Source: an optimization exercise on an open RTL-to-GDS flow (aim: small area, a short achievable clock period and few clock cycles). Production flows keep margins and buffers that such runs may drop. Where RTL was checked, it was by simulation tests only, not by an equivalence proof against the original. Only the layout flow was run in runs 4 and 5; the RTL was not checked for function there. Power and IR drop assume default switching activity.

### design/flow/config.mk
export PLATFORM = sky130hd
export DESIGN_NAME = pwm_calc
export DESIGN_NICKNAME = pwm_calc
export VERILOG_FILES = /design/flow/design.v
export SDC_FILE = /design/flow/constraint.sdc
export NUM_CORES = 4
export LEC_CHECK = 0
export CAP_MARGIN = 20
export CORE_MARGIN = 2
export CORE_UTILIZATION = 40
export SETUP_SLACK_MARGIN = 3.3
export SLEW_MARGIN = 20
### design/flow/constraint.sdc
create_clock -name core_clock -period 8.0 [get_ports {clk}]
set_input_delay 1.6000 -clock core_clock [delete_from_list [all_inputs] [get_ports {clk}]]
set_output_delay 1.6000 -clock core_clock [all_outputs]
set_load 0.01 [all_outputs]
### design/flow/design.v
module pwm_calc #(
    parameter [31:0] OSC_HZ     = 32'd10000000,
    parameter [15:0] PRESCALE   = 16'd16,
    parameter integer RES       = 8,
    parameter [15:0] FREQ_SCALE = 16'd100
) (
    input  wire        clk,
    input  wire        rst,
    input  wire        req_valid,
    input  wire        req_write,
    input  wire [7:0]  req_off,
    input  wire [31:0] req_data,
    output reg         resp_valid,
    output reg  [1:0]  resp_code,
    output reg  [31:0] resp_data
);
    localparam [63:0] N     = OSC_HZ * FREQ_SCALE;           
    localparam [63:0] DSC   = 4 * PRESCALE;                   
    localparam integer DW   = RES + 3;                        
    localparam [63:0] K     = (2 * N) / DSC;                  
    localparam [31:0] FMIN  = (N + (DSC << RES) - 1) / (DSC << RES);  
    localparam [31:0] FMAX  = N / DSC;                        
    localparam [31:0] T1    = K / 3;
    localparam [31:0] T2    = K / 5;
    localparam [31:0] T3    = K / 7;
    localparam [31:0] T4    = K / 9;
    localparam [31:0] T16   = K / 33;
    localparam integer FW   = 22;                             
    localparam [1:0] RESP_OKAY   = 2'd0;
    localparam [1:0] RESP_CMDERR = 2'd1;
    localparam [1:0] RESP_BUSERR = 2'd2;
    localparam [1:0] ERR_NONE    = 2'd0;
    localparam [1:0] ERR_RANGE   = 2'd1;
    localparam [1:0] ERR_NOINIT  = 2'd2;
    localparam [1:0] ERR_BADPCT  = 2'd3;
    reg [RES-1:0] period;    
    reg [DW-1:0]  duty;      
    reg [1:0]     err;
    reg           init;
    reg           duty_cur;
    reg           dv_busy;   
    reg           dv_first;  
    reg [2:0]     dv_cnt;    
    reg [FW-1:0]  dv_rem;
    reg [FW-1:0]  dv_f;
    reg [2:0]     p_msb;     
    reg           du_busy;   
    reg [2:0]     du_j;      
    reg [4:0]     du_r;      
    reg [2:0]     pct_a;     
    reg [4:0]     pct_c;     
    wire off_f   = (req_off == 8'h00);
    wire off_p   = (req_off == 8'h04);
    wire off_per = (req_off == 8'h08);
    wire off_dut = (req_off == 8'h0C) || (req_off == 8'h10) || (req_off == 8'h14);
    wire mapped  = (req_off[1:0] == 2'b00) && (req_off <= 8'h28);
    wire f_in_range = (req_data >= FMIN) && (req_data <= FMAX);
    wire pct_ok     = (req_data <= 32'd100);
    wire stall = req_write ? ((off_f && (dv_busy || du_busy)) ||
                              (off_p && (du_busy || (dv_busy && !dv_first))))
                           : ((off_per && dv_busy) || (off_dut && du_busy));
    reg [31:0] rd_data;
    always @(*) begin
        case (req_off)
            8'h08:   rd_data = {{(32-RES){1'b0}}, period};
            8'h0C:   rd_data = {{(32-DW){1'b0}}, duty};
            8'h10:   rd_data = {{(32-DW+2){1'b0}}, duty[DW-1:2]};
            8'h14:   rd_data = {30'd0, duty[1:0]};
            8'h18:   rd_data = {28'd0, duty_cur, init, err};
            8'h1C:   rd_data = OSC_HZ;
            8'h20:   rd_data = {16'd0, PRESCALE};
            8'h24:   rd_data = RES;
            8'h28:   rd_data = {16'd0, FREQ_SCALE};
            default: rd_data = 32'd0;
        endcase
    end
    always @(*) begin
        resp_valid = req_valid && !stall;
        resp_data  = req_write ? 32'd0 : rd_data;
        if (!mapped || (req_write && !off_f && !off_p))
            resp_code = RESP_BUSERR;
        else if (req_write && ((off_f && !f_in_range) ||
                               (off_p && (!init || !pct_ok))))
            resp_code = RESP_CMDERR;
        else
            resp_code = RESP_OKAY;
    end
    wire accept = req_valid && !stall;
    wire do_f   = accept && req_write && off_f;
    wire do_p   = accept && req_write && off_p;
    wire ge1  = (req_data <= T1);
    wire ge2  = (req_data <= T2);
    wire ge3  = (req_data <= T3);
    wire ge4  = (req_data <= T4);
    wire ge16 = (req_data <= T16);
    wire [24:0] h_full = (K[24:0] - {3'b0, req_data[FW-1:0]}) >> 1;
    wire [FW:0]   dv_sh   = {dv_rem, period[RES-1]};
    wire [FW+1:0] dv_diff = {1'b0, dv_sh} - {2'b0, dv_f};
    wire          dv_fit  = !dv_diff[FW+1];
    wire       du_last = (du_j == 3'd0);
    wire       du_b    = dv_busy ? period[0] : period[du_j];
    wire [6:0] du_t    = {du_r, 1'b0} + (du_b ? {2'b0, pct_c} : 7'd0)
                         + (du_last ? {2'b0, pct_c} + 7'd12 : 7'd0);
    wire [2:0] du_q    = (du_t >= 7'd100) ? 3'd4 : (du_t >= 7'd75) ? 3'd3 :
                         (du_t >= 7'd50)  ? 3'd2 : (du_t >= 7'd25) ? 3'd1 : 3'd0;
    wire [6:0] du_rn   = du_t - du_q * 7'd25;
    wire [DW-1:0] du_qn = {duty[DW-2:0], 1'b0} + (du_b ? pct_a : 3'd0)
                          + (du_last ? pct_a : 3'd0) + du_q;
    wire [6:0] pct_in = req_data[6:0];
    wire [2:0] pa_in  = (pct_in >= 7'd100) ? 3'd4 : (pct_in >= 7'd75) ? 3'd3 :
                        (pct_in >= 7'd50)  ? 3'd2 : (pct_in >= 7'd25) ? 3'd1 : 3'd0;
    wire [6:0] pc_in  = pct_in - pa_in * 7'd25;
    always @(posedge clk) begin
        if (rst) begin
            period   <= {RES{1'b0}};
            duty     <= {DW{1'b0}};
            err      <= ERR_NONE;
            init     <= 1'b0;
            duty_cur <= 1'b0;
            dv_busy  <= 1'b0;
            dv_first <= 1'b0;
            du_busy  <= 1'b0;
        end else begin
            if (dv_busy) begin
                dv_rem   <= dv_fit ? dv_diff[FW-1:0] : dv_sh[FW-1:0];
                period   <= {period[RES-2:0], dv_fit};
                dv_cnt   <= dv_cnt - 1'b1;
                dv_first <= 1'b0;
                if (dv_cnt == 3'd0) dv_busy <= 1'b0;
            end
            if (du_busy) begin
                duty  <= du_qn;
                du_r  <= du_rn[4:0];
                du_j  <= du_j - 1'b1;
                if (du_last) du_busy <= 1'b0;
            end
            if (do_f) begin
                if (!f_in_range) begin
                    err <= ERR_RANGE;
                end else begin
                    err      <= ERR_NONE;
                    init     <= 1'b1;
                    duty_cur <= 1'b0;
                    if (!ge4) begin
                        period <= {{(RES-2){1'b0}}, ge2, ge1 ^ ge2 ^ ge3};
                        p_msb  <= {2'b0, ge2};
                    end else if (!ge16) begin
                        period   <= {h_full[3:0], 4'b0};
                        dv_rem   <= {1'b0, h_full[24:4]};
                        dv_f     <= req_data[FW-1:0];
                        dv_cnt   <= 3'd3;
                        dv_busy  <= 1'b1;
                        dv_first <= 1'b1;
                        p_msb    <= 3'd3;
                    end else begin
                        period   <= h_full[7:0];
                        dv_rem   <= {{(FW-17){1'b0}}, h_full[24:8]};
                        dv_f     <= req_data[FW-1:0];
                        dv_cnt   <= 3'd7;
                        dv_busy  <= 1'b1;
                        dv_first <= 1'b1;
                        p_msb    <= 3'd7;
                    end
                end
            end
            if (do_p) begin
                if (!init) begin
                    err <= ERR_NOINIT;
                end else if (!pct_ok) begin
                    err <= ERR_BADPCT;
                end else begin
                    err      <= ERR_NONE;
                    duty_cur <= 1'b1;
                    duty     <= {DW{1'b0}};
                    du_r     <= 5'd0;
                    du_j     <= p_msb;
                    du_busy  <= 1'b1;
                    pct_a    <= pa_in;
                    pct_c    <= pc_in[4:0];
                end
            end
        end
    end
endmodule
### design/flow/run.sh
#!/bin/bash
# synth_recipe.tcl (not shown) runs the flow's synth.tcl, then flattens the netlist and writes it again
# the make line also repeats each setting of config.mk as NAME=value (left out here)
make -C /OpenROAD-flow-scripts/flow DESIGN_CONFIG=/design/flow/config.mk WORK_HOME=/design/flow/orfs CLKGATE_MAP_FILE= SYNTH_SCRIPT=/design/flow/synth_recipe.tcl finish
==> results.yml, run 1 <==
status:
  status: "no timing/DRC/antenna violations"
drt:
  routedWlPerCell_um: 18.36
  drtIter0Drc: 653
  wl_met1_um: 12020
  vias_per_cell: 5.729
  maxUsedRoutingLayer: "met4"
  routed_wl_um: 26380
  wl_met2_um: 12440
  ant_nets: 0
  route.detailed.drc: 0
  num_vias: 8233
  wl_met3_um: 1417
  dr.pass1.iters: 5
synthesis:
  avgSynthCellArea_um2: 8.085
  yosys.area.top_type_share: 0.2317
  synth_most_common_cell: "nor2_1"
  ys.flop_type: "edfxtp_1"
  synth-async-reset-ratio: 0
  yosysWarnings: 1
  synthTopCellsByCount: "nor2_1, nand2_1, a21oi_1"
  ys_seq_area_frac: 0.2925
  ys_types: 79
  synthTopCellsByArea: "edfxtp_1, ha_1, dfxtp_1, a21oi_1, nor2_1"
  synth_cells: 1058
  syn_area_mm2: 0.008554
  synth_edf_count: 66
  yosysTopAreaCell: "edfxtp_1"
  ys_ff_latch: 92
pwr:
  power.leakage_uw: 0.004373
  power-per-cell-area_mw_per_mm2: 120.6
  vdd_drop_max_mv: 0.1066
clock_tree:
  clock_latency_ps: 360
  cts_buffer_depth: 2
  htree_levels: 3
  cts_hold_buf: 0
  cts_tree: "yes"
  clk_pin_slew_worst_paths_ps: 70
  cts.sinks: 92
  numCtsBuffers: 9
  cts_root_buf: "clkbuf_16"
worst_setup_path:
  critPathMaxStageDelay_ps: 530
  required_ps: 8280
  path_max_fanout: 5
  path_class: "reg2reg"
  startpoint_type: "flip-flop"
  cp_slowest_cell: "mux4_2"
  crit_path_end_kind: "flip-flop"
  cp_common_cell: "inv_2"
  crit_arrival_ps: 6050
  timing.reg2reg.setup_slack_ps: 2230
timing:
  report.final.hold_viol_count: 0
  rsz0062_at_grt: "yes"
  fin_crit_sh: 0.7212
  finalMaxSlewViolations: 0
  fin_crit_ps: 5769
  fin_worst_skew_ps: 10.96
  setup_slack_ps: 2231
  setup_viol: 0
  holdWs_ps: 478.5
  tightest_slew_ps: 881.4
  fmax_mhz: 173.3
  setup_tns_ps: 0
  max_slew_margin: 0.3972
global_route:
  gr-total-overflow: 0
  grt_pass1_vias: 7604
  grt_start_max_net_pins: 56
  antenna_found_initial: 0
  grt_first_pass_wirelength_um: 40870
  gr-usage-all-layers: 0.2294
floorplanning:
  rows: 53
  ios: 79
  die_x_um: 150.2
  die_y_um: 150.2
  core_area_mm2: 0.02102
  dieArea_mm2: 0.02257
  start_util: 0.4069
place:
  hpwl_um: 18330
  dp_slack_ps: 1882
  port_buffers: 62
  routabilityCongestion: 0.9160
worst_hold_path:
  holdCritPathClass: "reg2reg"
final_layout:
  utilization: 0.5164
  layout.nets: 1266
  drive_above_1_share: 0.2410
  syn_to_final_growth_pct: 26.90
  antennaDiodeCount: 0
  n_fill_cell: 1937
job:
  cap_viol_max_count: 0
-- cell type report --
type | instances | area [um^2] | area share
Sequential cell | 92 | 2504 | 0.2306
Inverter | 78 | 297.8 | 0.02743
Tap cell | 275 | 344.1 | 0.03170
Timing Repair Buffer | 152 | 1256 | 0.1157
Clock buffer | 12 | 289.0 | 0.02663
Clock inverter | 4 | 33.78 | 0.003112
Multi-Input combinational cell | 824 | 6131 | 0.5648
-- routing by layer --
metal,vias up,global-route usage
met3,35,0.02545
li1,4020,-
met2,238,0.3701
met1,3940,0.3259
met4,0,0.06368
met5,-,0
-- power by group --
part,total (uW),internal (uW),switching [uW]
clock network,455,261,195
registers,530,523,7.44
logic,323,141,183
-- repair_timing --
action	4_1_cts	5_1_grt
pin swaps	36	50
cloned	1	1
gates resized for setup	156	171
setup endpoints to repair	81	78
buffers inserted	42	37
-- registers in the layout, indices dropped and copies added (netlist names), 2 cells and up --
name	flops
period	8
p_msb	3
err	2
dv_f	22
dv_rem	22
pct_c	5
du_j	3
duty	11
pct_a	3
dv_cnt	3
du_r	5
-- cell families (layout without fill, tap and decap cells) --
kind of cell / Yosys count / in the layout / synth area share
xor+xnor: 51 / 51 / 0.05222
simple gates: 380 / 381 / 0.2229
fa+ha+maj: 65 / 65 / 0.1065
compound gates: 292 / 292 / 0.2210
flops: 92 / 92 / 0.2925
other cells: 1 / 16 / 0.0004384
mux: 19 / 19 / 0.02516
buf+inv: 158 / 246 / 0.07927
-- final timing paths --
kind | from | end | cells past startpoint
setup reg to reg | du_j[0] | duty[10] | 26
hold / removal | duty_cur | duty_cur | 2
hold reg to reg | duty_cur | duty_cur | 2
setup / recovery | du_j[0] | duty[10] | 26
-- metrics by stage --
step	power, uW	std cells	instance area [um^2]
final	1309	1437	10860
after global routing	1366	1437	10860
after CTS	1290	1399	10320
after detailed placement	802.5	1340	9374
after global placement	800.6	1340	9374
after floorplan	732.8	1073	8720
-- placed cells by master (no fill, tap or decap), types with 16 or more instances in the layout --
master,instances
dfxtp_1,25
ha_1,44
conb_1,16
a21oi_1,75
xor2_1,17
nor3_1,24
xnor2_1,30
nor2_1,89
buf_2,20
nand3_1,37
a211oi_1,21
dlymetal6s2s_1,16
inv_1,64
nand2_1,88
edfxtp_1,66
mux2i_1,16
o21ai_0,53
buf_4,80
-- worst max-delay path: cells and delay by family, from the launching register on --
| family | cells | cell delay, ps |
|---|---|---|
| adder cells (fa/ha/maj) | 7 | 2370 |
| AND/OR/NAND/NOR | 7 | 960 |
| AO/OA/AOI/OAI | 5 | 860 |
| multiplexers | 2 | 710 |
| flip-flops | 1 | 420 |
| buffers and inverters | 4 | 210 |
| XOR/XNOR | 1 | 150 |
Testbench counts, summed over its fixed seeds: cycles 8,825.
==> run 2: changes to the inputs <==
--- a/design/flow/config.mk
+++ b/design/flow/config.mk
@@ -6,4 +6,5 @@
 export NUM_CORES = 4
 export LEC_CHECK = 0
+export ABC_CLOCK_PERIOD_IN_PS = 4000
 export CAP_MARGIN = 20
 export CORE_MARGIN = 2
==> results.yml, run 2 <==
timing:
  setup_tns_ps: 0
  setup_slack_ps: 2231
  max_slew_margin: 0.3972
  setup_viol: 0
  fmax_mhz: 173.3
  tightest_slew_ps: 881.4
  fin_crit_ps: 5769
  finalMaxSlewViolations: 0
  fin_crit_sh: 0.7212
  rsz0062_at_grt: "yes"
  fin_worst_skew_ps: 10.96
  report.final.hold_viol_count: 0
drt:
  routedWlPerCell_um: 18.36
  drtIter0Drc: 653
  dr.pass1.iters: 5
  ant_nets: 0
  num_vias: 8233
  routed_wl_um: 26380
  route.detailed.drc: 0
  vias_per_cell: 5.729
worst_setup_path:
  startpoint_type: "flip-flop"
  rr_worst_depth: 26
  timing.rr.end: "duty[10]"
  path_max_fanout: 5
  timing.reg2reg.setup_slack_ps: 2230
  required_ps: 8280
  r2r_start: "du_j[0]"
  path_class: "reg2reg"
  crit_arrival_ps: 6050
  crit_path_end_kind: "flip-flop"
synthesis:
  ys.flop_type: "edfxtp_1"
  synth-compound-area-share: 0.2210
  synth_cells: 1058
  ys_types: 79
  synthTopCellsByArea: "edfxtp_1, ha_1, dfxtp_1, a21oi_1, nor2_1"
  yosysTopAreaCell: "edfxtp_1"
  ys_seq_area_frac: 0.2925
  synth_most_common_cell: "nor2_1"
  yosys.area.top_type_share: 0.2317
  synthTopCellsByCount: "nor2_1, nand2_1, a21oi_1"
  synthMuxAreaShare: 0.02516
  ys_ff_latch: 92
  synth_fa_ha_area_frac: 0.1065
  synth-xor-area-share: 0.05222
  synth_edf_count: 66
  yosys.area_share.simple: 0.2229
  synth_top_family_by_area: "simple AND/OR/NAND/NOR gates"
  yosysWarnings: 1
  synth-async-reset-ratio: 0
  syn_area_mm2: 0.008554
  avgSynthCellArea_um2: 8.085
final_layout:
  syn_to_final_growth_pct: 26.90
  multi_input_area_mm2: 0.006131
  layout.nets: 1266
  drive_above_1_share: 0.2410
  n_fill_cell: 1937
  seq_area_mm2: 0.002504
  utilization: 0.5164
  antennaDiodeCount: 0
  reg_top3: "dv_f (22), dv_rem (22), duty (11)"
  mostFrequentLayoutCells: "nor2_1, nand2_1, buf_4"
  layout_commonest_cell: "nor2_1"
place:
  routabilityCongestion: 0.9160
  dp_slack_ps: 1882
  port_buffers: 62
  hpwl_um: 18330
floorplanning:
  die_y_um: 150.2
  dieArea_mm2: 0.02257
  rows: 53
  die_x_um: 150.2
  ios: 79
  core_area_mm2: 0.02102
  start_util: 0.4069
clock_tree:
  numCtsBuffers: 9
  cts_tree: "yes"
  cts_hold_buf: 0
  cts_buffer_depth: 2
  clk_pin_slew_worst_paths_ps: 70
  cts_root_buf: "clkbuf_16"
  clock_latency_ps: 360
  htree_levels: 3
  cts.sinks: 92
global_route:
  gr-usage-all-layers: 0.2294
  gr-total-overflow: 0
  antenna_found_initial: 0
  grt_first_pass_wirelength_um: 40870
  grt_start_max_net_pins: 56
  busiest_layer: "met2"
  grt_pass1_vias: 7604
  use_met3: 0.02545
  use_met1: 0.3259
  met2_usage: 0.3701
worst_hold_path:
  holdCritPathClass: "reg2reg"
  min_to: "duty_cur"
  hold_path_depth: 2
  worstHoldStart: "duty_cur"
job:
  cap_viol_max_count: 0
pwr:
  vdd_drop_max_mv: 0.1066
  power.leakage_uw: 0.004373
  totalPowerFinal_uw: 1309
  power-per-cell-area_mw_per_mm2: 120.6
status:
  status: "no timing/DRC/antenna violations"
run 2: cell counts after synthesis:
No cell type changed its count.
run 2: timing repair:
action,4_1_cts,5_1_grt
endpoints found under the setup margin,81,78
resized for setup,156,171
buffers inserted,42,37
pin swaps,36,50
cloned,1,1
run 2: cell type report:
cell class	count	share of cell area
sequential	92	0.2306
timing repair buffer	152	0.1157
multi-input combinational	824	0.5648
inverter	78	0.02743
tap	275	0.03170
clock inverter	4	0.003112
clock buffer	12	0.02663
run 2: metal layers:
layer | wire [um] | vias to the layer above
met5 | 0 | -
met4 | 505 | 0
met3 | 1417 | 35
met2 | 12440 | 238
met1 | 12020 | 3940
li1 | - | 4020
run 2: where the power goes:
group	total, uW	internal (uW)	switching [uW]	leakage [uW]
registers	530	523	7.44	0.000837
logic	323	141	183	0.00337
clock network	455	261	195	0.000161
total	1310	924	385	0.00437
run 2: critical path, stage by stage (launching register included):
cell and delay [ps]:
edfxtp_1 420, mux4_2 530, mux2i_2 180, o21ai_2 130
and2_4 160, fa_1 480, ha_2 190, inv_2 40
fa_2 350, nor2b_2 130, o21ai_2 80, nor3b_4 180
a311o_1 390, nor2_4 150, fa_1 440, inv_2 70
fa_2 430, inv_2 70, ha_4 120, inv_2 30
fa_2 360, nor2b_4 140, o21ai_2 80, nor2_2 110
nand3_1 90, xor2_1 150, a211oi_1 180
run 2: how the worst max path moves through the flow:
stage | from | end | slack, ps | depth (start not counted)
after global placement | req_data[26] | resp_code[0] | 1920 | 9
after global routing | du_j[0] | duty[10] | 1960 | 26
after CTS | req_data[11] | resp_code[0] | 2230 | 8
final | du_j[0] | duty[10] | 2230 | 26
after floorplan | du_j[0] | duty[10] | 2370 | 26
after detailed placement | du_j[0] | duty[10] | 1880 | 26
run 2: kinds of logic after synthesis:
| logic type | count (synthesis) |
|---|---|
| muxes | 19 |
| adders and majority gates | 65 |
| xor gates and xnor gates | 51 |
| buffers and inverters | 158 |
| DFF | 92 |
| other | 1 |
| and+or+nand+nor | 380 |
| AOI/OAI and AO/OA | 292 |
run 2: stage by stage:
step,std cells,area [um^2],hold WS (ps)
floorplan,1073,8720,431.6
CTS,1399,10320,474.4
global route,1437,10860,505.0
detailed placement,1340,9374,463.5
finish,1437,10860,478.5
global placement,1340,9374,456.1
==> run 3: changes to the inputs <==
--- a/design/flow/config.mk
+++ b/design/flow/config.mk
@@ -6,8 +6,6 @@
 export NUM_CORES = 4
 export LEC_CHECK = 0
-export ABC_CLOCK_PERIOD_IN_PS = 4000
 export CAP_MARGIN = 20
 export CORE_MARGIN = 2
 export CORE_UTILIZATION = 40
-export SETUP_SLACK_MARGIN = 3.3
 export SLEW_MARGIN = 20
==> results.yml, run 3 <==
status:
  status: "no timing/DRC/antenna violations"
clock_tree:
  clk_pin_slew_worst_paths_ps: 70
  cts_root_buf: "clkbuf_16"
  cts_buffer_depth: 2
  cts_tree: "yes"
  htree_levels: 3
  clock_latency_ps: 360
  cts_resized: 0
  numCtsBuffers: 9
  cts.sinks: 92
  cts_hold_buf: 0
  postCtsSetupRepairBufs: 0
global_route:
  met2_usage: 0.3231
  gr-usage-all-layers: 0.2144
  grt_pass1_vias: 7155
  busiest_layer: "met2"
  antenna_found_initial: 1
  gr-total-overflow: 0
  grt_first_pass_wirelength_um: 38120
  grt_start_max_net_pins: 56
  use_met1: 0.3152
  use_met3: 0.02515
timing:
  fin_crit_ps: 6550
  report.final.hold_viol_count: 0
  fin_crit_sh: 0.8187
  setup_viol: 0
  holdWs_ps: 477.7
  fin_worst_skew_ps: 9.062
  rsz0062_at_grt: "no"
  fmax_mhz: 152.7
  tightest_slew_ps: 985.2
  finalMaxSlewViolations: 0
  setup_tns_ps: 0
  max_slew_margin: 0.3262
worst_setup_path:
  worst-path-buf-inv: 3
  cp_common_cell: "fa_1"
  cp_top_family: "adder cells"
  crit_arrival_ps: 6820
  crit_path_end_kind: "flip-flop"
  required_ps: 8270
  critPathMaxStageDelay_ps: 520
  path_class: "reg2reg"
  startpoint_type: "flip-flop"
  path_max_fanout: 8
  cp_slowest_cell: "mux4_2"
synthesis:
  synthTopCellsByCount: "nor2_1, nand2_1, a21oi_1"
  avgSynthCellArea_um2: 8.085
  synthTopCellsByArea: "edfxtp_1, ha_1, dfxtp_1, a21oi_1, nor2_1"
  yosys.area.top_type_share: 0.2317
  ys_types: 79
  syn_area_mm2: 0.008554
  ys.flop_type: "edfxtp_1"
  synth_cells: 1058
  yosysTopAreaCell: "edfxtp_1"
  synth-async-reset-ratio: 0
  ys_seq_area_frac: 0.2925
  synth_most_common_cell: "nor2_1"
  yosysWarnings: 1
  ys_ff_latch: 92
  synth_edf_count: 66
job:
  cap_viol_max_count: 0
drt:
  routedWlPerCell_um: 17.79
  num_vias: 7691
  routed_wl_um: 24110
  dr.pass1.iters: 6
  drtIter0Drc: 589
  route.detailed.drc: 0
  ant_nets: 0
  vias_per_cell: 5.676
final_layout:
  mostFrequentLayoutCells: "nor2_1, nand2_1, a21oi_1"
  seq_area_mm2: 0.002504
  drive_above_1_share: 0.04722
  multi_input_area_mm2: 0.005448
  reg_top3: "dv_f (22), dv_rem (22), duty (11)"
  layout_commonest_cell: "nor2_1"
  syn_to_final_growth_pct: 11.73
  layout.nets: 1184
  antennaDiodeCount: 0
  n_fill_cell: 2088
worst_hold_path:
  holdCritPathClass: "reg2reg"
floorplanning:
  dieArea_mm2: 0.02257
  ios: 79
  die_x_um: 150.2
  die_y_um: 150.2
  start_util: 0.4069
  core_area_mm2: 0.02102
  rows: 53
pwr:
  vdd_drop_max_mv: 0.09247
  power-per-cell-area_mw_per_mm2: 126.5
  totalPowerFinal_uw: 1209
  power.leakage_uw: 0.003575
place:
  port_buffers: 62
  routabilityCongestion: 0.8916
  hpwl_um: 17920
-- run 3: cell counts after synthesis --
Identical to the previous run, type by type.
-- run 3: where the power goes --
group / leakage, uW / switching [uW] / total, uW / internal [uW]
logic: 0.00259 / 152 / 256 / 103
clock network: 0.000144 / 192 / 423 / 230
registers: 0.000837 / 7.42 / 531 / 523
-- run 3: layer usage --
layer	up-vias	part of all wire
li1	3845	-
met1	3602	0.49
met3	39	0.049
met4	0	0.026
met5	-	0
met2	205	0.44
-- run 3: cells by family after synthesis --
group / synth area share
and+or+nand+nor: 0.2229
muxes: 0.02516
buffers and inverters: 0.07927
xor gates and xnor gates: 0.05222
DFF: 0.2925
adders and majority gates: 0.1065
AOI/OAI and AO/OA: 0.2210
other: 0.0004384
-- run 3: through the flow --
stage	util	instances	setup WS, ps	instance area [um^2]
floorplan	-	1073	2071	8611
global placement	0.4407	1339	1578	9265
detailed placement	0.4407	1339	1467	9265
CTS	0.4541	1355	1469	9547
global route	0.4547	1355	885.3	9558
finish	0.4547	1355	1450	9558
-- run 3: layout make-up --
| type | count | area share |
|---|---|---|
| timing repair buffer | 71 | 0.07200 |
| clock inverter | 3 | 0.002095 |
| tap | 275 | 0.03600 |
| clock buffer | 13 | 0.02736 |
| multi-input combinational | 823 | 0.5700 |
| sequential | 92 | 0.2619 |
| inverter | 78 | 0.03063 |
-- run 3: worst paths after layout --
kind / startpoint / slack (ps) / cells after the start / endpoint
worst max-delay path: du_j[0] / 1450 / 26 / duty[10]
worst min-delay path: err[1] / 480 / 2 / err[1]
worst max register to register: du_j[0] / 1450 / 26 / duty[10]
worst min register to register: err[1] / 480 / 2 / err[1]
-- run 3: worst reg2reg max path: stages (launching register included) --
cell and delay [ps]:
edfxtp_1 440, mux4_2 520, mux2i_1 140, o21ai_1 200, and2_1 250, fa_1 510
ha_1 180, inv_1 60, fa_1 400, nor2b_1 110, o21ai_0 100, a21boi_0 470
or2_2 250, nor3_1 50, a21oi_1 390, fa_1 500, inv_1 90, fa_1 190
ha_1 170, inv_1 60, fa_1 370, nor2b_1 160, o21ai_0 140, nor2_1 210
nand3_1 120, xor2_1 150, a211oi_1 220
==> run 4: changes to the inputs <==
--- a/design/flow/design.v
+++ b/design/flow/design.v
@@ -27,4 +27,12 @@
     localparam [31:0] T16   = K / 33;
     localparam integer FW   = 22;                             
+    function automatic le_const(input [31:0] x, input [31:0] c);
+        integer i;
+        begin
+            le_const = 1'b1;
+            for (i = 0; i < 32; i = i + 1)
+                le_const = c[i] ? (!x[i] || le_const) : (!x[i] && le_const);
+        end
+    endfunction
     localparam [1:0] RESP_OKAY   = 2'd0;
     localparam [1:0] RESP_CMDERR = 2'd1;
@@ -44,7 +52,8 @@
     reg [FW-1:0]  dv_rem;
     reg [FW-1:0]  dv_f;
-    reg [2:0]     p_msb;     
+    reg [1:0]     p_code;    
     reg           du_busy;   
     reg [2:0]     du_j;      
+    reg           du_b;      
     reg [4:0]     du_r;      
     reg [2:0]     pct_a;     
@@ -55,6 +64,6 @@
     wire off_dut = (req_off == 8'h0C) || (req_off == 8'h10) || (req_off == 8'h14);
     wire mapped  = (req_off[1:0] == 2'b00) && (req_off <= 8'h28);
-    wire f_in_range = (req_data >= FMIN) && (req_data <= FMAX);
-    wire pct_ok     = (req_data <= 32'd100);
+    wire f_in_range = !le_const(req_data, FMIN - 1) && le_const(req_data, FMAX);
+    wire pct_ok     = le_const(req_data, 32'd100);
     wire stall = req_write ? ((off_f && (dv_busy || du_busy)) ||
                               (off_p && (du_busy || (dv_busy && !dv_first))))
@@ -89,9 +98,9 @@
     wire do_f   = accept && req_write && off_f;
     wire do_p   = accept && req_write && off_p;
-    wire ge1  = (req_data <= T1);
-    wire ge2  = (req_data <= T2);
-    wire ge3  = (req_data <= T3);
-    wire ge4  = (req_data <= T4);
-    wire ge16 = (req_data <= T16);
+    wire ge1  = le_const(req_data, T1);
+    wire ge2  = le_const(req_data, T2);
+    wire ge3  = le_const(req_data, T3);
+    wire ge4  = le_const(req_data, T4);
+    wire ge16 = le_const(req_data, T16);
     wire [24:0] h_full = (K[24:0] - {3'b0, req_data[FW-1:0]}) >> 1;
     wire [FW:0]   dv_sh   = {dv_rem, period[RES-1]};
@@ -99,16 +108,26 @@
     wire          dv_fit  = !dv_diff[FW+1];
     wire       du_last = (du_j == 3'd0);
-    wire       du_b    = dv_busy ? period[0] : period[du_j];
-    wire [6:0] du_t    = {du_r, 1'b0} + (du_b ? {2'b0, pct_c} : 7'd0)
-                         + (du_last ? {2'b0, pct_c} + 7'd12 : 7'd0);
+    wire [5:0] du_c12  = {1'b0, pct_c} + 6'd12;
+    wire [6:0] du_c212 = {1'b0, pct_c, 1'b0} + 7'd12;
+    wire [6:0] du_k    = du_last ? (du_b ? du_c212 : {1'b0, du_c12})
+                                 : (du_b ? {2'b0, pct_c} : 7'd0);
+    wire [3:0] du_a    = (du_last && du_b) ? {pct_a, 1'b0} :
+                         (du_last || du_b) ? {1'b0, pct_a} : 4'd0;
+    wire [6:0] du_t    = {1'b0, du_r, 1'b0} + du_k;            
     wire [2:0] du_q    = (du_t >= 7'd100) ? 3'd4 : (du_t >= 7'd75) ? 3'd3 :
                          (du_t >= 7'd50)  ? 3'd2 : (du_t >= 7'd25) ? 3'd1 : 3'd0;
     wire [6:0] du_rn   = du_t - du_q * 7'd25;
-    wire [DW-1:0] du_qn = {duty[DW-2:0], 1'b0} + (du_b ? pct_a : 3'd0)
-                          + (du_last ? pct_a : 3'd0) + du_q;
+    wire [3:0] du_s    = du_a + {1'b0, du_q};                  
+    wire [DW-1:0] du_qn = {duty[DW-2:0], 1'b0} + {{(DW-4){1'b0}}, du_s};
     wire [6:0] pct_in = req_data[6:0];
     wire [2:0] pa_in  = (pct_in >= 7'd100) ? 3'd4 : (pct_in >= 7'd75) ? 3'd3 :
                         (pct_in >= 7'd50)  ? 3'd2 : (pct_in >= 7'd25) ? 3'd1 : 3'd0;
-    wire [6:0] pc_in  = pct_in - pa_in * 7'd25;
+    wire [4:0] pc_in  = pct_in - pa_in * 7'd25;
+    wire [2:0] p_top  = (p_code == 2'd3) ? 3'd7 : (p_code == 2'd2) ? 3'd3 :
+                        (p_code == 2'd1) ? 3'd1 : 3'd0;
+    wire       p_one  = (p_code == 2'd0);
+    wire       p_topb = period[p_top] && !p_one;
+    wire [2:0] p_next = p_one ? 3'd0 : p_top - 1'b1;
+    wire [2:0] b_idx  = do_p ? p_next : du_j - 1'b1;
     always @(posedge clk) begin
         if (rst) begin
@@ -135,4 +154,6 @@
                 if (du_last) du_busy <= 1'b0;
             end
+            if (du_busy || do_p)
+                du_b <= dv_busy ? dv_fit : period[b_idx];
             if (do_f) begin
                 if (!f_in_range) begin
@@ -144,5 +165,5 @@
                     if (!ge4) begin
                         period <= {{(RES-2){1'b0}}, ge2, ge1 ^ ge2 ^ ge3};
-                        p_msb  <= {2'b0, ge2};
+                        p_code <= {1'b0, ge2};
                     end else if (!ge16) begin
                         period   <= {h_full[3:0], 4'b0};
@@ -152,5 +173,5 @@
                         dv_busy  <= 1'b1;
                         dv_first <= 1'b1;
-                        p_msb    <= 3'd3;
+                        p_code   <= 2'd2;
                     end else begin
                         period   <= h_full[7:0];
@@ -160,5 +181,5 @@
                         dv_busy  <= 1'b1;
                         dv_first <= 1'b1;
-                        p_msb    <= 3'd7;
+                        p_code   <= 2'd3;
                     end
                 end
@@ -172,10 +193,16 @@
                     err      <= ERR_NONE;
                     duty_cur <= 1'b1;
-                    duty     <= {DW{1'b0}};
-                    du_r     <= 5'd0;
-                    du_j     <= p_msb;
                     du_busy  <= 1'b1;
                     pct_a    <= pa_in;
-                    pct_c    <= pc_in[4:0];
+                    pct_c    <= pc_in;
+                    if (dv_busy) begin
+                        duty <= {DW{1'b0}};
+                        du_r <= 5'd0;
+                        du_j <= p_top;
+                    end else begin
+                        duty <= p_topb ? {{(DW-3){1'b0}}, pa_in} : {DW{1'b0}};
+                        du_r <= p_topb ? pc_in : 5'd0;
+                        du_j <= p_next;
+                    end
                 end
             end
--- a/design/flow/config.mk
+++ b/design/flow/config.mk
@@ -9,3 +9,4 @@
 export CORE_MARGIN = 2
 export CORE_UTILIZATION = 40
+export SETUP_SLACK_MARGIN = 3.3
 export SLEW_MARGIN = 20
==> results.yml, run 4 <==
floorplanning:
  rows: 53
  start_util: 0.4048
  die_x_um: 149.2
  die_y_um: 149.2
  dieArea_mm2: 0.02225
  ios: 79
  core_area_mm2: 0.02082
global_route:
  grt_first_pass_wirelength_um: 39590
  antenna_found_initial: 0
  grt_pass1_vias: 7527
  gr-total-overflow: 0
  gr-usage-all-layers: 0.2232
  grt_start_max_net_pins: 51
timing:
  finalMaxSlewViolations: 0
  report.final.hold_viol_count: 0
  fin_crit_sh: 0.6111
  fmax_mhz: 204.5
  fin_crit_ps: 4889
  setup_viol: 0
  fin_worst_skew_ps: 8.311
  rsz0062_at_grt: "yes"
  max_slew_margin: 0.2238
  tightest_slew_ps: 1157
  setup_tns_ps: 0
job:
  cap_viol_max_count: 0
place:
  routabilityCongestion: 0.8551
  port_buffers: 62
  hpwl_um: 17140
drt:
  route.detailed.drc: 0
  ant_nets: 0
  num_vias: 8030
  routed_wl_um: 25180
  dr.pass1.iters: 5
  drtIter0Drc: 637
  vias_per_cell: 5.719
  routedWlPerCell_um: 17.94
synthesis:
  syn_area_mm2: 0.008428
  yosysWarnings: 1
  ys_types: 80
  yosys.area.top_type_share: 0.2352
  synth_most_common_cell: "nor2_1"
  synthTopCellsByArea: "edfxtp_1, ha_1, dfxtp_1, xnor2_1, a21oi_1"
  synth_cells: 1021
  synthTopCellsByCount: "nor2_1, nand2_1, a21oi_1"
  avgSynthCellArea_um2: 8.255
  ys.flop_type: "edfxtp_1"
  ys_ff_latch: 92
  yosysTopAreaCell: "edfxtp_1"
  synth_edf_count: 66
  ys_seq_area_frac: 0.2969
  synth-async-reset-ratio: 0
pwr:
  power.leakage_uw: 0.004137
  power-per-cell-area_mw_per_mm2: 124.6
  vdd_drop_max_mv: 0.09595
  totalPowerFinal_uw: 1305
worst_setup_path:
  crit_chain: "buf_4 > or3_4 > or3_4 > nor3_2 > a21boi_2 > buf_4 > buf_4 > buf_4 > buf_4 > buf_4 > buf_4 > buf_4 > buf_4 > buf_4 > buf_4 > buf_4 > buf_4 > buf_4 > buf_4 > buf_4 > buf_4 > buf_4 > mux2i_1 > nor2_1"
  startpoint_type: "primary input"
  cp_slowest_cell: "or3_4"
  crit_arrival_ps: 5110
  path_class: "in2reg"
  rr_worst_depth: 24
  cp_common_cell: "buf_4"
  critPathMaxStageDelay_ps: 390
  path_max_fanout: 9
  crit_path_end_kind: "flip-flop"
  required_ps: 8220
final_layout:
  antennaDiodeCount: 0
  drive_above_1_share: 0.2338
  layout_commonest_cell: "buf_4"
  mostFrequentLayoutCells: "buf_4, nor2_1, nand2_1"
  layout.nets: 1231
  n_fill_cell: 2017
  reg_top3: "dv_f (22), dv_rem (22), duty (11)"
  syn_to_final_growth_pct: 24.29
clock_tree:
  htree_levels: 3
  clk_pin_slew_worst_paths_ps: 70
  numCtsBuffers: 9
  cts_root_buf: "clkbuf_16"
  cts_tree: "yes"
  clock_latency_ps: 360
  cts.sinks: 92
  cts_buffer_depth: 2
  cts_hold_buf: 0
worst_hold_path:
  holdCritPathClass: "reg2reg"
  hold_path_depth: 1
status:
  status: "no timing/DRC/antenna violations"
run 4: cell types whose count changed in the layout (fill, tap and decap cells not counted), moves of 11 or more:
cell             previous run  this run
clkbuf_2                    1        16
buf_2                       0        15
clkdlybuf4s50_1            62         3
nand3_1                    41        25
nor4_1                     19         5
buf_4                       9        89
inv_1                      78        58
xnor2_1                    32        43
a21oi_1                    81        65
run 4: worst paths after layout:
kind | start | to | slack (ps)
hold / removal | duty_cur | duty_cur | 500
setup reg to reg | du_j[0] | duty[9] | 3210
setup / recovery | req_data[19] | err[1] | 3110
hold reg to reg | duty_cur | duty_cur | 500
run 4: final cells by class:
cell class / count / area (um^2) / share of cell area
Sequential cell: 92 / 2504 / 0.2390
Multi-Input combinational cell: 801 / 5882 / 0.5615
Tap cell: 275 / 344.1 / 0.03285
Timing Repair Buffer: 152 / 1172 / 0.1119
Clock buffer: 13 / 280.3 / 0.02676
Clock inverter: 2 / 15.01 / 0.001433
Inverter: 69 / 277.8 / 0.02652
run 4: repair_timing:
item	CTS	global route
pin swaps	33	31
setup endpoints to repair	68	45
setup buffers	64	21
gates cloned	1	2
resized for setup	210	105
run 4: per-layer routing:
layer / wire [um] / global-route usage / vias to the layer above
met1: 12010 / 0.3190 / 3854
met2: 11540 / 0.3567 / 246
met3: 1237 / 0.02783 / 27
met4: 391 / 0.06000 / 0
li1: - / - / 3903
met5: 0 / 0 / -
run 4: cells by family after synthesis:
group,count (synthesis),synth area share
buffers and inverters,146,0.07735
AO/OA/AOI/OAI,295,0.2326
XOR/XNOR,66,0.06859
adder cells (fa/ha/maj),62,0.09739
multiplexers,37,0.04840
flip-flops,92,0.2969
AND/OR/NAND/NOR,322,0.1783
other,1,0.0004449
run 4: report_power, final:
group | internal (uW) | leakage [uW] | switching [uW] | total [uW]
Sequential | 523 | 0.000835 | 8.07 | 531
Clock | 245 | 0.000149 | 195 | 440
Combinational | 145 | 0.00315 | 189 | 334
run 4: critical path: cells and delay by family:
family,cells,cell delay [ps]
AOI/OAI and AO/OA,1,120
buffers and inverters,18,2250
muxes,1,140
and+or+nand+nor,4,1000
run 4: metrics by stage:
stage | area (um^2) | cells | worst slack [ps] | hold slack (ps) | util
after floorplan | 8592 | 1036 | 3195 | 451.4 | -
after global placement | 9199 | 1301 | 2065 | 479.0 | 0.4418
after detailed placement | 9199 | 1301 | 2041 | 479.8 | 0.4418
after CTS | 10160 | 1381 | 3171 | 498.9 | 0.4878
after global routing | 10480 | 1404 | 2961 | 528.5 | 0.5031
final | 10480 | 1404 | 3111 | 502.8 | 0.5031
==> run 5: changes to the inputs <==
--- a/design/flow/config.mk
+++ b/design/flow/config.mk
@@ -9,4 +9,3 @@
 export CORE_MARGIN = 2
 export CORE_UTILIZATION = 40
-export SETUP_SLACK_MARGIN = 3.3
 export SLEW_MARGIN = 20
==> results.yml, run 5 <==
clock_tree:
  cts_buffer_depth: 2
  htree_levels: 3
  cts.sinks: 92
  cts_hold_buf: 0
  cts_tree: "yes"
  postCtsSetupRepairBufs: 0
  cts_root_buf: "clkbuf_16"
  cts_resized: 0
  clk_pin_slew_worst_paths_ps: 60
  clock_latency_ps: 360
  numCtsBuffers: 9
status:
  status: "no timing/DRC/antenna violations"
worst_hold_path:
  holdCritPathClass: "reg2reg"
  worstHoldStart: "dv_first"
  min_to: "dv_first"
  hold_path_depth: 2
drt:
  num_vias: 7501
  route.detailed.drc: 0
  routed_wl_um: 23080
  dr.pass1.iters: 5
  ant_nets: 0
  drtIter0Drc: 557
  routedWlPerCell_um: 17.52
  vias_per_cell: 5.696
global_route:
  grt_pass1_vias: 7009
  antenna_found_initial: 0
  gr-total-overflow: 0
  grt_start_max_net_pins: 38
  grt_first_pass_wirelength_um: 37320
  gr-usage-all-layers: 0.2116
synthesis:
  avgSynthCellArea_um2: 8.255
  synth_most_common_cell: "nor2_1"
  syn_area_mm2: 0.008428
  synth_edf_count: 66
  ys_ff_latch: 92
  synthTopCellsByCount: "nor2_1, nand2_1, a21oi_1"
  ys.flop_type: "edfxtp_1"
  ys_seq_area_frac: 0.2969
  synth-async-reset-ratio: 0
  yosysTopAreaCell: "edfxtp_1"
  ys_types: 80
  synth_cells: 1021
  yosysWarnings: 1
  synthTopCellsByArea: "edfxtp_1, ha_1, dfxtp_1, xnor2_1, a21oi_1"
  yosys.area.top_type_share: 0.2352
worst_setup_path:
  path_max_fanout: 11
  crit_chain: "clkdlybuf4s50_1 > inv_1 > ha_1 > inv_1 > ha_1 > nor3_1 > o211ai_1 > nor3_1 > a21boi_0 > o21a_1 > clkdlybuf4s50_1"
  crit_path_end_kind: "output port"
  critPathMaxStageDelay_ps: 590
  required_ps: 6400
  timing.rr.end: "duty[9]"
  path_class: "in2out"
  crit_arrival_ps: 4500
  startpoint_type: "primary input"
  r2r_start: "du_j[0]"
  rr_worst_depth: 24
  startpoint: "req_data[1]"
  cp_slowest_cell: "clkdlybuf4s50_1"
  timing.reg2reg.setup_slack_ps: 2140
final_layout:
  final_cell_area_mm2: 0.009382
  mostFrequentLayoutCells: "nor2_1, nand2_1, a21oi_1"
  drive_above_1_share: 0.04607
  reg_top3: "dv_f (22), dv_rem (22), duty (11)"
  layout_commonest_cell: "nor2_1"
  utilization: 0.4505
  antennaDiodeCount: 0
  layout.nets: 1143
  syn_to_final_growth_pct: 11.31
timing:
  fmax_mhz: 163.9
  setup_viol: 0
  finalMaxSlewViolations: 0
  tightest_slew_ps: 1062
  fin_crit_sh: 0.7626
  max_slew_margin: 0.2878
  report.final.hold_viol_count: 0
  fin_crit_ps: 6101
  fin_worst_skew_ps: 9.651
  setup_tns_ps: 0
  rsz0062_at_grt: "no"
place:
  hpwl_um: 17090
  placed_cell_area_mm2: 0.009097
  port_buffers: 62
  routabilityCongestion: 0.8581
pwr:
  vdd_drop_max_mv: 0.09816
  totalPowerFinal_uw: 1238
  power-per-cell-area_mw_per_mm2: 132.0
  power.leakage_uw: 0.003464
floorplanning:
  die_x_um: 149.2
  dieArea_mm2: 0.02225
  rows: 53
  ios: 79
  die_y_um: 149.2
  core_area_mm2: 0.02082
  start_util: 0.4048
job:
  cap_viol_max_count: 0
run 5: layer usage:
metal	up-vias	wire length, um	GRT usage
li1	3737	-	-
met1	3522	11470	0.3091
met4	0	274	0.05476
met2	223	10130	0.3237
met5	-	0	0
met3	19	1197	0.03609
run 5: cells by family after synthesis:
group           Yosys count  share of synthesized area
mux                      37                    0.04840
buf+inv                 146                    0.07735
other cells               1                  0.0004449
xor+xnor                 66                    0.06859
compound gates          295                     0.2326
simple gates            322                     0.1783
fa+ha+maj                62                    0.09739
flops                    92                     0.2969
run 5: report_power, final:
group          internal [uW]  total, uW  switching (uW)
Combinational            119        287             168
Clock                    232        420             188
Sequential               523        531            7.74
run 5: final cells by class:
| type | instances | area [um^2] |
|---|---|---|
| Inverter | 69 | 259.0 |
| Tap cell | 275 | 344.1 |
| Timing Repair Buffer | 67 | 658.1 |
| Sequential cell | 92 | 2504 |
| Clock buffer | 13 | 264.0 |
| Clock inverter | 3 | 20.02 |
| Multi-Input combinational cell | 798 | 5333 |
| Fill cell | 2098 | 11440 |
run 5: how the worst max path moves through the flow:
stage | to | slack [ps] | depth (start not counted)
after global routing | resp_code[0] | 1660 | 11
after global placement | resp_code[0] | 1980 | 11
after CTS | resp_code[0] | 1910 | 11
after detailed placement | resp_code[0] | 1940 | 11
final | resp_code[0] | 1900 | 11
after floorplan | duty[9] | 2940 | 25
run 5: through the flow:
| step | instances | worst slack (ps) | hold WS, ps |
|---|---|---|---|
| detailed placement | 1301 | 1943 | 488.8 |
| global placement | 1301 | 1984 | 479.8 |
| floorplan | 1036 | 2942 | 451.4 |
| finish | 1317 | 1899 | 492.6 |
| global route | 1317 | 1656 | 539.6 |
| CTS | 1317 | 1907 | 498.8 |
run 5: critical path: cells and delay by family:
kind,cells,cell delay [ps]
buf+inv,4,1380
simple gates,2,580
compound gates,3,540
fa+ha+maj,2,410
==> run 6: changes to the inputs <==
--- a/design/flow/design.v
+++ b/design/flow/design.v
@@ -129,5 +129,25 @@
     wire       p_topb = period[p_top] && !p_one;
     wire [2:0] p_next = p_one ? 3'd0 : p_top - 1'b1;
-    wire [2:0] b_idx  = do_p ? p_next : du_j - 1'b1;
+    wire [2:0] b_idx  = du_busy ? du_j - 1'b1 : p_next;
+    always @(posedge clk) begin
+        if (dv_busy) begin
+            dv_rem <= dv_fit ? dv_diff[FW-1:0] : dv_sh[FW-1:0];
+            dv_cnt <= dv_cnt - 1'b1;
+        end else begin
+            dv_rem <= ge16 ? {{(FW-17){1'b0}}, h_full[24:8]} : {1'b0, h_full[24:4]};
+            dv_cnt <= ge16 ? 3'd7 : 3'd3;
+            dv_f   <= req_data[FW-1:0];
+        end
+        if (du_busy) begin
+            du_r <= du_rn[4:0];
+            du_j <= du_j - 1'b1;
+        end else begin
+            du_r  <= (p_topb && !dv_busy) ? pc_in : 5'd0;
+            du_j  <= dv_busy ? p_top : p_next;
+            pct_a <= pa_in;
+            pct_c <= pc_in;
+        end
+        du_b <= dv_busy ? dv_fit : period[b_idx];
+    end
     always @(posedge clk) begin
         if (rst) begin
@@ -142,18 +162,12 @@
         end else begin
             if (dv_busy) begin
-                dv_rem   <= dv_fit ? dv_diff[FW-1:0] : dv_sh[FW-1:0];
                 period   <= {period[RES-2:0], dv_fit};
-                dv_cnt   <= dv_cnt - 1'b1;
                 dv_first <= 1'b0;
                 if (dv_cnt == 3'd0) dv_busy <= 1'b0;
             end
             if (du_busy) begin
-                duty  <= du_qn;
-                du_r  <= du_rn[4:0];
-                du_j  <= du_j - 1'b1;
+                duty <= du_qn;
                 if (du_last) du_busy <= 1'b0;
             end
-            if (du_busy || do_p)
-                du_b <= dv_busy ? dv_fit : period[b_idx];
             if (do_f) begin
                 if (!f_in_range) begin
@@ -166,20 +180,9 @@
                         period <= {{(RES-2){1'b0}}, ge2, ge1 ^ ge2 ^ ge3};
                         p_code <= {1'b0, ge2};
-                    end else if (!ge16) begin
-                        period   <= {h_full[3:0], 4'b0};
-                        dv_rem   <= {1'b0, h_full[24:4]};
-                        dv_f     <= req_data[FW-1:0];
-                        dv_cnt   <= 3'd3;
+                    end else begin
+                        period   <= ge16 ? h_full[7:0] : {h_full[3:0], 4'b0};
                         dv_busy  <= 1'b1;
                         dv_first <= 1'b1;
-                        p_code   <= 2'd2;
-                    end else begin
-                        period   <= h_full[7:0];
-                        dv_rem   <= {{(FW-17){1'b0}}, h_full[24:8]};
-                        dv_f     <= req_data[FW-1:0];
-                        dv_cnt   <= 3'd7;
-                        dv_busy  <= 1'b1;
-                        dv_first <= 1'b1;
-                        p_code   <= 2'd3;
+                        p_code   <= ge16 ? 2'd3 : 2'd2;
                     end
                 end
@@ -194,15 +197,5 @@
                     duty_cur <= 1'b1;
                     du_busy  <= 1'b1;
-                    pct_a    <= pa_in;
-                    pct_c    <= pc_in;
-                    if (dv_busy) begin
-                        duty <= {DW{1'b0}};
-                        du_r <= 5'd0;
-                        du_j <= p_top;
-                    end else begin
-                        duty <= p_topb ? {{(DW-3){1'b0}}, pa_in} : {DW{1'b0}};
-                        du_r <= p_topb ? pc_in : 5'd0;
-                        du_j <= p_next;
-                    end
+                    duty <= (p_topb && !dv_busy) ? {{(DW-3){1'b0}}, pa_in} : {DW{1'b0}};
                 end
             end
--- a/design/flow/config.mk
+++ b/design/flow/config.mk
@@ -9,3 +9,4 @@
 export CORE_MARGIN = 2
 export CORE_UTILIZATION = 40
+export SETUP_SLACK_MARGIN = 3.7
 export SLEW_MARGIN = 20
==> results.yml, run 6 <==
clock_tree:
  clock_latency_ps: 360
  cts_buffer_depth: 2
  cts_tree: "yes"
  cts_root_buf: "clkbuf_16"
  numCtsBuffers: 9
  cts.sinks: 92
  htree_levels: 3
  clk_pin_slew_worst_paths_ps: 70
drt:
  route.detailed.drc: 0
  dr.pass1.iters: 6
  routed_wl_um: 21420
  vias_per_cell: 5.465
  ant_nets: 0
  drtIter0Drc: 398
  num_vias: 7280
  routedWlPerCell_um: 16.08
global_route:
  grt_start_max_net_pins: 36
  antenna_found_initial: 0
  grt_pass1_vias: 6788
  gr-usage-all-layers: 0.2054
  gr-total-overflow: 0
  grt_first_pass_wirelength_um: 34360
synthesis:
  synth_edf_count: 32
  yosysTopAreaCell: "dfxtp_1"
  yosysWarnings: 1
  syn_area_mm2: 0.007940
  yosys.area.top_type_share: 0.1513
  synthTopCellsByCount: "nand2_1, nor2_1, a21oi_1"
  synth-async-reset-ratio: 0
  synth_cells: 976
  ys.flop_type: "dfxtp_1"
  avgSynthCellArea_um2: 8.135
  synthTopCellsByArea: "dfxtp_1, edfxtp_1, ha_1, nand2_1, nor2_1"
  synth_most_common_cell: "nand2_1"
  ys_types: 86
  ys_ff_latch: 92
  ys_seq_area_frac: 0.2723
final_layout:
  final_cell_area_mm2: 0.01008
  drive_above_1_share: 0.2643
  n_fill_cell: 1851
  antennaDiodeCount: 0
  layout.nets: 1168
  reg_top3: "dv_f (22), dv_rem (22), duty (11)"
  mostFrequentLayoutCells: "nand2_1, nor2_1, buf_4"
  syn_to_final_growth_pct: 27.01
  layout_commonest_cell: "nand2_1"
worst_setup_path:
  crit_arrival_ps: 4970
  crit_path_end_kind: "flip-flop"
  startpoint_type: "flip-flop"
  path_max_fanout: 5
  r2r_start: "du_j[0]"
  timing.reg2reg.setup_slack_ps: 3310
  timing.rr.end: "duty[9]"
  path_class: "reg2reg"
  required_ps: 8280
  rr_worst_depth: 24
timing:
  tightest_slew_ps: 843.4
  max_slew_margin: 0.4360
  fin_worst_skew_ps: 11.40
  fin_crit_sh: 0.5864
  setup_tns_ps: 0
  report.final.hold_viol_count: 0
  finalMaxSlewViolations: 0
  fmax_mhz: 213.2
  setup_viol: 0
  rsz0062_at_grt: "yes"
  fin_crit_ps: 4691
floorplanning:
  dieArea_mm2: 0.02099
  rows: 51
  die_y_um: 144.9
  start_util: 0.4080
  ios: 79
  core_area_mm2: 0.01946
  die_x_um: 144.9
pwr:
  vdd_drop_max_mv: 0.1019
  power-per-cell-area_mw_per_mm2: 128.7
  power.leakage_uw: 0.004088
worst_hold_path:
  worstHoldStart: "dv_cnt[0]"
  holdCritPathClass: "reg2reg"
  min_to: "dv_cnt[0]"
  hold_path_depth: 1
place:
  hpwl_um: 15040
  routabilityCongestion: 0.8510
  placed_cell_area_mm2: 0.008825
  port_buffers: 62
job:
  cap_viol_max_count: 0
status:
  status: "no timing/DRC/antenna violations"
run 6: cell count changes in the layout (fill, tap and decap cells not counted), sizes merged, moves of 17 or more:
cell	previous run	this run
edfxtp	66	32
nand2	90	107
o21ai	65	45
clkdlybuf4s50	62	4
dfxtp	26	60
buf	5	97
run 6: worst max path at each step:
| stage | startpoint | endpoint | slack (ps) | cells after the start |
|---|---|---|---|---|
| after CTS | req_data[1] | resp_code[0] | 3180 | 11 |
| after floorplan | du_j[0] | duty[9] | 3450 | 24 |
| after global routing | du_j[0] | duty[9] | 3120 | 24 |
| final | du_j[0] | duty[9] | 3310 | 24 |
| after global placement | req_data[0] | resp_code[0] | 1980 | 12 |
| after detailed placement | req_data[1] | resp_code[0] | 1980 | 11 |
run 6: where the power goes:
part	internal [uW]	leakage [uW]	total, uW	switching (uW)
registers	511	0.000825	528	17.8
clock network	245	0.000150	440	196
logic	144	0.00311	329	185
total	899	0.00409	1300	399
run 6: stage by stage:
step | power (uW) | util | hold WS [ps] | std cells | setup WS [ps]
floorplan | 774.1 | - | 357.9 | 991 | 3446
global placement | 845.8 | 0.4534 | 368.6 | 1251 | 1976
detailed placement | 846.1 | 0.4534 | 373.0 | 1251 | 1978
CTS | 1298 | 0.4996 | 388.9 | 1309 | 3182
global route | 1366 | 0.5182 | 400.0 | 1332 | 3122
finish | 1297 | 0.5182 | 382.0 | 1332 | 3309
run 6: layout make-up:
| class | instances | area [um^2] | share of cell area |
|---|---|---|---|
| well taps | 265 | 331.6 | 0.03288 |
| repair buffers | 131 | 1121 | 0.1112 |
| multi-input cells | 764 | 5911 | 0.5861 |
| inverters | 64 | 254.0 | 0.02519 |
| clock inverters | 7 | 75.07 | 0.007444 |
| clock buffers | 9 | 225.2 | 0.02233 |
| flip-flops and latches | 92 | 2167 | 0.2149 |
run 6: layer usage:
metal,share of wire,up-vias,GRT usage
li1,-,3649,-
met1,0.49,3486,0.2881
met2,0.47,129,0.3354
met3,0.031,16,0.02238
met4,0.012,0,0.05672
met5,0,-,0
run 6: critical path: stages, from the launching register on:
cell	delay [ps]
dfxtp_2	330
inv_2	50
ha_4	150
nor2b_4	130
buf_12	130
mux2_4	260
nand2_2	50
and2_4	140
inv_2	40
fa_2	350
nand2b_4	160
a21oi_4	270
xor2_4	290
nor3_4	90
o2bb2ai_4	170
ha_4	160
inv_2	40
fa_2	540
inv_2	40
ha_4	160
fa_2	350
a21o_1	190
and4_1	210
xnor2_1	120
a211oi_1	200
run 6: logic make-up (layout without fill, tap and decap cells):
logic type / count (synthesis) / in the layout / share of synthesized area
and+or+nand+nor: 331 / 332 / 0.2014
AOI/OAI and AO/OA: 252 / 252 / 0.2181
buffers and inverters: 136 / 211 / 0.08068
DFF: 92 / 92 / 0.2723
adders and majority gates: 62 / 62 / 0.1034
xor gates and xnor gates: 60 / 60 / 0.06618
muxes: 42 / 42 / 0.05752
other: 1 / 16 / 0.0004723
run 6: repair_timing:
action,4_1_cts,5_1_grt
cloned,3,0
buffers inserted,39,23
endpoints found under the setup margin,39,33
pin swaps,52,56
hold endpoints to repair,0,0
hold buffers,0,0
gates resized for setup,236,108
Testbench counts of run 6, summed over its fixed seeds: cycles 8,596.
==> run 7: changes to the inputs <==
--- a/design/flow/config.mk
+++ b/design/flow/config.mk
@@ -9,4 +9,4 @@
 export CORE_MARGIN = 2
 export CORE_UTILIZATION = 40
-export SETUP_SLACK_MARGIN = 3.7
+export SETUP_SLACK_MARGIN = 3.3
 export SLEW_MARGIN = 20
==> results.yml, run 7 <==
worst_setup_path:
  crit_chain: "buf_12 > inv_8 > ha_4 > inv_2 > ha_4 > nor3_4 > o2111ai_2 > nor4_4 > and2_4 > a211oi_2 > buf_2"
  crit_arrival_ps: 3200
  r2r_start: "du_j[1]"
  startpoint_type: "primary input"
  cp_slowest_cell: "nor4_4"
  timing.rr.end: "duty[9]"
  path_max_fanout: 4
  rr_worst_depth: 23
  timing.reg2reg.setup_slack_ps: 3300
  cp_top_family: "simple AND/OR/NAND/NOR gates"
  required_ps: 6400
  cp_common_cell: "ha_4"
  critPathMaxStageDelay_ps: 340
  path_class: "in2out"
  crit_path_end_kind: "output port"
  worst-path-buf-inv: 4
synthesis:
  ys_types: 86
  syn_area_mm2: 0.007940
  ys_seq_area_frac: 0.2723
  synth_edf_count: 32
  avgSynthCellArea_um2: 8.135
  ys_ff_latch: 92
  ys.flop_type: "dfxtp_1"
  synth_most_common_cell: "nand2_1"
  synthTopCellsByArea: "dfxtp_1, edfxtp_1, ha_1, nand2_1, nor2_1"
  yosysTopAreaCell: "dfxtp_1"
  synth-async-reset-ratio: 0
  yosys.area.top_type_share: 0.1513
  yosysWarnings: 1
  synthTopCellsByCount: "nand2_1, nor2_1, a21oi_1"
  synth_cells: 976
worst_hold_path:
  min_to: "dv_cnt[0]"
  holdCritPathClass: "reg2reg"
  worstHoldStart: "dv_cnt[0]"
  hold_path_depth: 1
timing:
  setup_tns_ps: 0
  max_slew_margin: 0.4536
  report.final.hold_viol_count: 0
  setup_viol: 0
  fin_crit_sh: 0.6004
  tightest_slew_ps: 817.0
  finalMaxSlewViolations: 0
  setup_slack_ps: 3197
  fin_worst_skew_ps: 10.32
  rsz0062_at_grt: "yes"
  fmax_mhz: 208.2
  fin_crit_ps: 4803
clock_tree:
  numCtsBuffers: 9
  cts_root_buf: "clkbuf_16"
  cts_hold_buf: 0
  cts_buffer_depth: 2
  cts.sinks: 92
  clk_pin_slew_worst_paths_ps: 70
  cts_tree: "yes"
  htree_levels: 3
  clock_latency_ps: 360
drt:
  vias_per_cell: 5.465
  num_vias: 7187
  route.detailed.drc: 0
  dr.pass1.iters: 5
  ant_nets: 0
  routed_wl_um: 21020
  routedWlPerCell_um: 15.99
  drtIter0Drc: 445
pwr:
  power-per-cell-area_mw_per_mm2: 131.0
  power.leakage_uw: 0.003882
  totalPowerFinal_uw: 1259
  vdd_drop_max_mv: 0.08775
final_layout:
  drive_above_1_share: 0.2095
  antennaDiodeCount: 0
  layout_commonest_cell: "nand2_1"
  mostFrequentLayoutCells: "nand2_1, nor2_1, a21oi_1"
  reg_top3: "dv_f (22), dv_rem (22), duty (11)"
  n_fill_cell: 1914
  layout.nets: 1151
  syn_to_final_growth_pct: 21.01
place:
  port_buffers: 62
  hpwl_um: 15140
  routabilityCongestion: 0.8779
  dp_slack_ps: 1875
global_route:
  grt_first_pass_wirelength_um: 33150
  gr-usage-all-layers: 0.1994
  gr-total-overflow: 0
  grt_pass1_vias: 6633
  grt_start_max_net_pins: 43
  antenna_found_initial: 0
floorplanning:
  start_util: 0.4080
  die_x_um: 144.9
  ios: 79
  rows: 51
  core_area_mm2: 0.01946
  dieArea_mm2: 0.02099
  die_y_um: 144.9
status:
  status: "no timing/DRC/antenna violations"
job:
  cap_viol_max_count: 0
run 7: cell families (layout without fill, tap and decap cells):
family / Yosys count / count (layout) / share of synthesized area
fa+ha+maj: 62 / 62 / 0.1034
other cells: 1 / 16 / 0.0004723
mux: 42 / 42 / 0.05752
simple gates: 331 / 332 / 0.2014
buf+inv: 136 / 194 / 0.08068
compound gates: 252 / 252 / 0.2181
flops: 92 / 92 / 0.2723
xor+xnor: 60 / 60 / 0.06618
run 7: stage by stage:
stage | cell area [um^2] | util | hold slack [ps] | std cells
global route | 9608 | 0.4937 | 402.7 | 1315
CTS | 9417 | 0.4838 | 391.8 | 1302
floorplan | 8016 | - | 357.9 | 991
detailed placement | 8603 | 0.4420 | 375.0 | 1251
global placement | 8603 | 0.4420 | 368.2 | 1251
finish | 9608 | 0.4937 | 385.8 | 1315
run 7: worst max path at each step:
stage,end,start,slack (ps),cells after the start
6_report,resp_code[0],req_data[1],3200,11
5_1_grt,resp_code[0],req_data[1],3120,11
4_1_cts,resp_code[0],req_data[1],3160,12
3_5_place_dp,resp_code[0],req_data[1],1880,12
3_3_place_gp,resp_code[0],req_data[1],1900,12
2_1_floorplan,resp_code[0],req_data[1],3320,11
run 7: layout make-up:
| cell class | instances | area [um^2] | area share |
|---|---|---|---|
| Clock buffer | 9 | 225.2 | 0.02344 |
| Clock inverter | 7 | 51.30 | 0.005339 |
| Inverter | 64 | 250.2 | 0.02605 |
| Multi-Input combinational cell | 764 | 5654 | 0.5885 |
| Sequential cell | 92 | 2166 | 0.2254 |
| Tap cell | 265 | 331.6 | 0.03451 |
| Timing Repair Buffer | 114 | 929.6 | 0.09676 |
run 7: what timing repair did:
item	in CTS	in global routing
gates resized for setup	227	61
endpoints found under the setup margin	33	26
endpoints found under the hold margin	0	0
setup buffers	34	13
cloned	1	0
pin swaps	40	41
run 7: per-layer routing:
layer | up-vias | part of all wire | GRT usage
li1 | 3605 | - | -
met1 | 3398 | 0.49 | 0.2816
met2 | 159 | 0.46 | 0.3173
met3 | 25 | 0.033 | 0.02830
met4 | 0 | 0.014 | 0.05723
met5 | - | 0 | 0
run 7: where the power goes:
group,internal (uW),switching [uW],total [uW]
Clock,212,198,410
Combinational,139,181,320
Sequential,511,17.9,529
Total,862,397,1260
==> run 8: changes to the inputs <==
--- a/design/flow/config.mk
+++ b/design/flow/config.mk
@@ -9,4 +9,5 @@
 export CORE_MARGIN = 2
 export CORE_UTILIZATION = 40
+export CTS_BUF_LIST = sky130_fd_sc_hd__clkbuf_4 sky130_fd_sc_hd__clkbuf_8
 export SETUP_SLACK_MARGIN = 3.3
 export SLEW_MARGIN = 20
==> results.yml, run 8 <==
worst_setup_path:
  cp_num_cells: 11
  rr_worst_depth: 24
  cp_slowest_cell: "nor4_4"
  path_class: "in2out"
  crit_end: "resp_code[0]"
  startpoint: "req_data[0]"
  r2r_start: "du_j[0]"
  path_max_fanout: 3
  crit_path_end_kind: "output port"
  startpoint_type: "primary input"
  worst-path-buf-inv: 4
  timing.reg2reg.setup_slack_ps: 3240
  crit_arrival_ps: 3170
synthesis:
  synthTopCellsByArea: "dfxtp_1, edfxtp_1, ha_1, nand2_1, nor2_1"
  yosysWarnings: 1
  syn_area_mm2: 0.007940
  synth_edf_count: 32
  ys_seq_area_frac: 0.2723
  yosys.area.top_type_share: 0.1513
  ys_types: 86
  synth_cells: 976
  avgSynthCellArea_um2: 8.135
  yosysTopAreaCell: "dfxtp_1"
  ys_ff_latch: 92
timing:
  setup_tns_ps: 0
  fin_crit_ps: 4766
  holdWs_ps: 393.6
  finalMaxSlewViolations: 0
  fmax_mhz: 209.8
  fin_crit_sh: 0.5958
  tightest_slew_ps: 820.7
  fin_worst_skew_ps: 12.51
clock_tree:
  cts.sinks: 92
  numCtsBuffers: 9
  clock_latency_ps: 380
  htree_levels: 3
  cts_tree: "yes"
  cts_root_buf: "clkbuf_8"
global_route:
  gr-total-overflow: 0
  antenna_found_initial: 0
  gr-usage-all-layers: 0.1987
  grt_first_pass_wirelength_um: 33090
  grt_pass1_vias: 6594
  grt_start_max_net_pins: 43
floorplanning:
  die_x_um: 144.9
  dieArea_mm2: 0.02099
  die_y_um: 144.9
  rows: 51
  core_area_mm2: 0.01946
pwr:
  totalPowerFinal_uw: 1149
  vdd_drop_max_mv: 0.07951
  power-per-cell-area_mw_per_mm2: 121.5
drt:
  routed_wl_um: 20970
  dr.pass1.iters: 5
  route.detailed.drc: 0
  num_vias: 7194
  ant_nets: 0
place:
  dp_slack_ps: 1875
  routabilityCongestion: 0.8779
  hpwl_um: 15140
final_layout:
  drive_above_1_share: 0.2065
  seq_area_mm2: 0.002166
  syn_to_final_growth_pct: 19.04
  antennaDiodeCount: 0
  layout_commonest_cell: "nand2_1"
  n_fill_cell: 1930
  layout.nets: 1147
  mostFrequentLayoutCells: "nand2_1, nor2_1, a21oi_1"
  multi_input_area_mm2: 0.005663
status:
  status: "no timing/DRC/antenna violations"
worst_hold_path:
  holdCritPathClass: "reg2reg"
## run 8: cell types whose count changed in the layout (fill, tap and decap cells not counted), sizes merged
| cell | before | now |
|---|---|---|
| buf | 76 | 71 |
| clkbuf | 18 | 21 |
| clkdlybuf4s15 | 8 | 6 |
| clkdlybuf4s50 | 17 | 16 |
| dlymetal6s2s | 0 | 1 |
## run 8: worst min-delay path by stage
stage               startpoint        end
global placement     dv_cnt[0]  dv_cnt[0]
global route         dv_cnt[0]  dv_cnt[0]
floorplan            dv_cnt[0]  dv_cnt[0]
detailed placement   dv_cnt[0]  dv_cnt[0]
finish               dv_cnt[0]  dv_cnt[0]
CTS                  dv_cnt[0]  dv_cnt[0]
## run 8: worst reg2reg max path, delay by kind of cell, from the launching register on
| kind | cells | cell delay (ps) |
|---|---|---|
| adder cells (fa/ha/maj) | 6 | 1770 |
| buffers and inverters | 5 | 490 |
| AND/OR/NAND/NOR | 5 | 830 |
| AO/OA/AOI/OAI | 6 | 960 |
| flip-flops | 1 | 330 |
| XOR/XNOR | 2 | 320 |
## run 8: cells by family after synthesis
group | Yosys count | share of synthesized area
buffers and inverters | 136 | 0.08068
other | 1 | 0.0004723
AO/OA/AOI/OAI | 252 | 0.2181
multiplexers | 42 | 0.05752
XOR/XNOR | 60 | 0.06618
adder cells (fa/ha/maj) | 62 | 0.1034
AND/OR/NAND/NOR | 331 | 0.2014
flip-flops | 92 | 0.2723
## run 8: where the power goes
part           leakage (uW)  total [uW]  switching [uW]  internal (uW)
Clock             0.0000872         298             184            114
Combinational       0.00289         323             183            140
Sequential         0.000825         527            16.7            510
Total               0.00380        1150             384            765
## run 8: timing repair
item,4_1_cts,5_1_grt
setup endpoints to repair,33,28
gates cloned,1,0
setup buffers,31,12
gates resized for setup,219,63
endpoints found under the hold margin,0,0
pin swaps,37,39
## run 8: through the flow
step	utilization	area [um^2]
after CTS	0.4755	9255
after floorplan	-	8016
after global placement	0.4420	8603
after global routing	0.4856	9452
after detailed placement	0.4420	8603
final	0.4856	9452
## run 8: cell type report
class / instances / area share
clock inverter: 7 / 0.005428
inverter: 64 / 0.02648
multi-input combinational: 764 / 0.5992
tap: 265 / 0.03508
sequential: 92 / 0.2292
clock buffer: 9 / 0.01311
timing repair buffer: 110 / 0.09161
## run 8: metal layers
layer  GRT usage  vias up  routed length [um]  share of wire
met2      0.3143      148                9672           0.46
met3     0.02962       22                 698          0.033
met1      0.2824     3429               10300           0.49
li1            -     3595                   -              -
met4     0.05416        0                 301          0.014
met5           0        -                   0              0

Setup slack of run 8, layout unchanged: 3.234 ns with ideal ports, 3.171 ns with driving cells assumed (clock clkbuf_16, inputs buf_2), 3.171 ns with port delays also shifted by the 0.421 ns mid clock arrival.
